This design comes from an exercise in tuning for a short achievable clock period and few clock cycles on the open sky130 flow, not from production work.
The RTL was checked by simulation tests, not by an equivalence proof against the original design.
Power figures rest on the tool's default switching activity, not on a simulated workload.

zinc:
Design wh8_core, start of the top module:
module wh8_core (
    input  wire       clk,
    input  wire       rst,
    input  wire       disp_valid,
    output wire       disp_ready,
    input  wire [1:0] disp_seg,
    input  wire [7:0] disp_pc,
    input  wire [7:0] disp_acc,
    input  wire [7:0] disp_x,
    input  wire [7:0] disp_y,
    input  wire       disp_z,
    input  wire [7:0] disp_ir,
    input  wire [7:0] disp_quantum,
    output wire       mem_req,
    output wire       mem_we,
    output wire [9:0] mem_addr,
    output wire [7:0] mem_wdata,
    input  wire       mem_ack,
    input  wire [7:0] mem_rdata,
    output wire       ret_valid,
    output wire       done_valid,
    output wire [2:0] done_cause,
    output wire [7:0] r_pc,
    output wire [7:0] r_acc,
    output wire [7:0] r_x,
    output wire [7:0] r_y,
    output wire       r_z,
    output wire [7:0] r_ir,
    output reg        con_valid,
    output wire [7:0] con_data
);
For scale: about 1300 cells after synthesis, roughly 210 flip-flops, ~12000 µm² of cells after synthesis.
==> flow/config.mk <==
export PLATFORM = sky130hd
export DESIGN_NAME = wh8_core
export DESIGN_NICKNAME = wh8_core
export VERILOG_FILES = /design/flow/design.v
export SDC_FILE = /design/flow/constraint.sdc
export NUM_CORES = 4
export LEC_CHECK = 0
export CAP_MARGIN = 20
export CORE_MARGIN = 2
export CORE_UTILIZATION = 40
export SETUP_SLACK_MARGIN = 3.0
export SLEW_MARGIN = 20

export DONT_USE_CELLS = sky130_fd_sc_hd__a2111o_1 sky130_fd_sc_hd__a2111o_2 sky130_fd_sc_hd__a2111o_4 sky130_fd_sc_hd__a2111oi_0 sky130_fd_sc_hd__a2111oi_1 sky130_fd_sc_hd__a2111oi_2 sky130_fd_sc_hd__a2111oi_4 sky130_fd_sc_hd__a221o_1 sky130_fd_sc_hd__a221o_2 sky130_fd_sc_hd__a221o_4 sky130_fd_sc_hd__a221oi_1 sky130_fd_sc_hd__a221oi_2 sky130_fd_sc_hd__a221oi_4 sky130_fd_sc_hd__a222oi_1 sky130_fd_sc_hd__a311o_1 sky130_fd_sc_hd__a311o_2 sky130_fd_sc_hd__a311o_4 sky130_fd_sc_hd__a311oi_1 sky130_fd_sc_hd__a311oi_2 sky130_fd_sc_hd__a311oi_4 sky130_fd_sc_hd__a32o_1 sky130_fd_sc_hd__a32o_2 sky130_fd_sc_hd__a32o_4 sky130_fd_sc_hd__a32oi_1 sky130_fd_sc_hd__a32oi_2 sky130_fd_sc_hd__a32oi_4 sky130_fd_sc_hd__a41o_1 sky130_fd_sc_hd__a41o_2 sky130_fd_sc_hd__a41o_4 sky130_fd_sc_hd__a41oi_1 sky130_fd_sc_hd__a41oi_2 sky130_fd_sc_hd__a41oi_4 sky130_fd_sc_hd__and4_1 sky130_fd_sc_hd__and4_2 sky130_fd_sc_hd__and4_4 sky130_fd_sc_hd__and4b_1 sky130_fd_sc_hd__and4b_2 sky130_fd_sc_hd__and4b_4 sky130_fd_sc_hd__and4bb_1 sky130_fd_sc_hd__and4bb_2 sky130_fd_sc_hd__and4bb_4 sky130_fd_sc_hd__nand4_1 sky130_fd_sc_hd__nand4_2 sky130_fd_sc_hd__nand4_4 sky130_fd_sc_hd__nand4b_1 sky130_fd_sc_hd__nand4b_2 sky130_fd_sc_hd__nand4b_4 sky130_fd_sc_hd__nand4bb_1 sky130_fd_sc_hd__nand4bb_2 sky130_fd_sc_hd__nand4bb_4 sky130_fd_sc_hd__nor3_1 sky130_fd_sc_hd__nor3_2 sky130_fd_sc_hd__nor3_4 sky130_fd_sc_hd__nor3b_1 sky130_fd_sc_hd__nor3b_2 sky130_fd_sc_hd__nor3b_4 sky130_fd_sc_hd__nor4_1 sky130_fd_sc_hd__nor4_2 sky130_fd_sc_hd__nor4_4 sky130_fd_sc_hd__nor4b_1 sky130_fd_sc_hd__nor4b_2 sky130_fd_sc_hd__nor4b_4 sky130_fd_sc_hd__nor4bb_1 sky130_fd_sc_hd__nor4bb_2 sky130_fd_sc_hd__nor4bb_4 sky130_fd_sc_hd__o2111a_1 sky130_fd_sc_hd__o2111a_2 sky130_fd_sc_hd__o2111a_4 sky130_fd_sc_hd__o2111ai_1 sky130_fd_sc_hd__o2111ai_2 sky130_fd_sc_hd__o2111ai_4 sky130_fd_sc_hd__o221a_1 sky130_fd_sc_hd__o221a_2 sky130_fd_sc_hd__o221a_4 sky130_fd_sc_hd__o221ai_1 sky130_fd_sc_hd__o221ai_2 sky130_fd_sc_hd__o221ai_4 sky130_fd_sc_hd__o311a_1 sky130_fd_sc_hd__o311a_2 sky130_fd_sc_hd__o311a_4 sky130_fd_sc_hd__o311ai_0 sky130_fd_sc_hd__o311ai_1 sky130_fd_sc_hd__o311ai_2 sky130_fd_sc_hd__o311ai_4 sky130_fd_sc_hd__o32a_1 sky130_fd_sc_hd__o32a_2 sky130_fd_sc_hd__o32a_4 sky130_fd_sc_hd__o32ai_1 sky130_fd_sc_hd__o32ai_2 sky130_fd_sc_hd__o32ai_4 sky130_fd_sc_hd__o41a_1 sky130_fd_sc_hd__o41a_2 sky130_fd_sc_hd__o41a_4 sky130_fd_sc_hd__o41ai_1 sky130_fd_sc_hd__o41ai_2 sky130_fd_sc_hd__o41ai_4 sky130_fd_sc_hd__or3_1 sky130_fd_sc_hd__or3_2 sky130_fd_sc_hd__or3_4 sky130_fd_sc_hd__or3b_1 sky130_fd_sc_hd__or3b_2 sky130_fd_sc_hd__or3b_4 sky130_fd_sc_hd__or4_1 sky130_fd_sc_hd__or4_2 sky130_fd_sc_hd__or4_4 sky130_fd_sc_hd__or4b_1 sky130_fd_sc_hd__or4b_2 sky130_fd_sc_hd__or4b_4 sky130_fd_sc_hd__or4bb_1 sky130_fd_sc_hd__or4bb_2 sky130_fd_sc_hd__or4bb_4 
==> flow/constraint.sdc <==
create_clock -name core_clock -period 5.0 [get_ports {clk}]
set_input_delay 1.0000 -clock core_clock [delete_from_list [all_inputs] [get_ports {clk}]]
set_output_delay 1.0000 -clock core_clock [all_outputs]
set_load 0.01 [all_outputs]
standard.sh (not shown) runs the stock make flow with config.mk's settings and CLKGATE_MAP_FILE= SYNTH_SCRIPT=/design/flow/synth_recipe.tcl, a recipe that flattens the netlist after the stock synthesis.
==> flow/flow/run.sh <==
#!/bin/bash
# Layout flow: the standard flow (standard.sh), with slow many-input OR/NOR,
# AOI/OAI and AND4/NAND4 cells added to the platform's don't-use list so that
# synthesis maps the logic to faster cells. Flip-flop mapping is unchanged,
# so the registers are the standard synthesis's. Each tool's output is kept
# in orfs/logs/; make's own output goes to flow_make.log.
set -euo pipefail
here="$(pwd)"
cells="$(cat flow/dont_use.txt)"
printf '\nexport DONT_USE_CELLS = %s\n' "$cells" >> config.mk
bash standard.sh > "$here/flow_make.log" 2>&1
Other scripts of this flow, unchanged in this note and not shown: flow/flow/dont_use.txt
zinc: done, clean on timing, DRC and antenna
Testbench counts of zinc, summed over its fixed seeds: cycles 418,679.
Inputs modified between zinc and umber:
- a change of CORE_UTILIZATION from 40 to 30
Notes after the runs:
Delta (umber minus zinc): global-route met3 utilization moved down, average via count per standard cell -about 6%, remaining global-route overflow flat. Comparing umber and zinc, average wire length per cell after detail routing is higher on zinc. The leakage power figure of umber exceeds that of zinc by about 0.8%. On cell area, the higher figure sits with umber, not zinc.

[afterwards: timing with drivers on the ports]
No port has a modelled driver above. Below, the same layouts with a new extraction and two added sets of constraints. Step 1 assumes that a clkbuf_16 drives the clock port and a buf_2 every other input. Step 2 moves the port delays by t, midway between the first and last clock arrival at a register: inputs arrive t later, outputs are due t later. That takes back most of the time a late clock gives input paths. Three values: ideal ports, drivers, drivers and shift; two values: the first two.
| run | t, ns | slack for setup (ns) | worst register clock-pin slew, ns |
|---|---|---|---|
| zinc | 0.579 | 2.846 / 2.819 / 2.240 | 0.07 / 0.07 |
| umber | 0.585 | 2.786 / 2.788 / 2.203 | 0.06 / 0.06 |
After both steps every run listed still meets setup and hold. The setup slack of zinc, which loses most, moves by -0.027 ns with the drivers and by -0.606 ns with both steps.
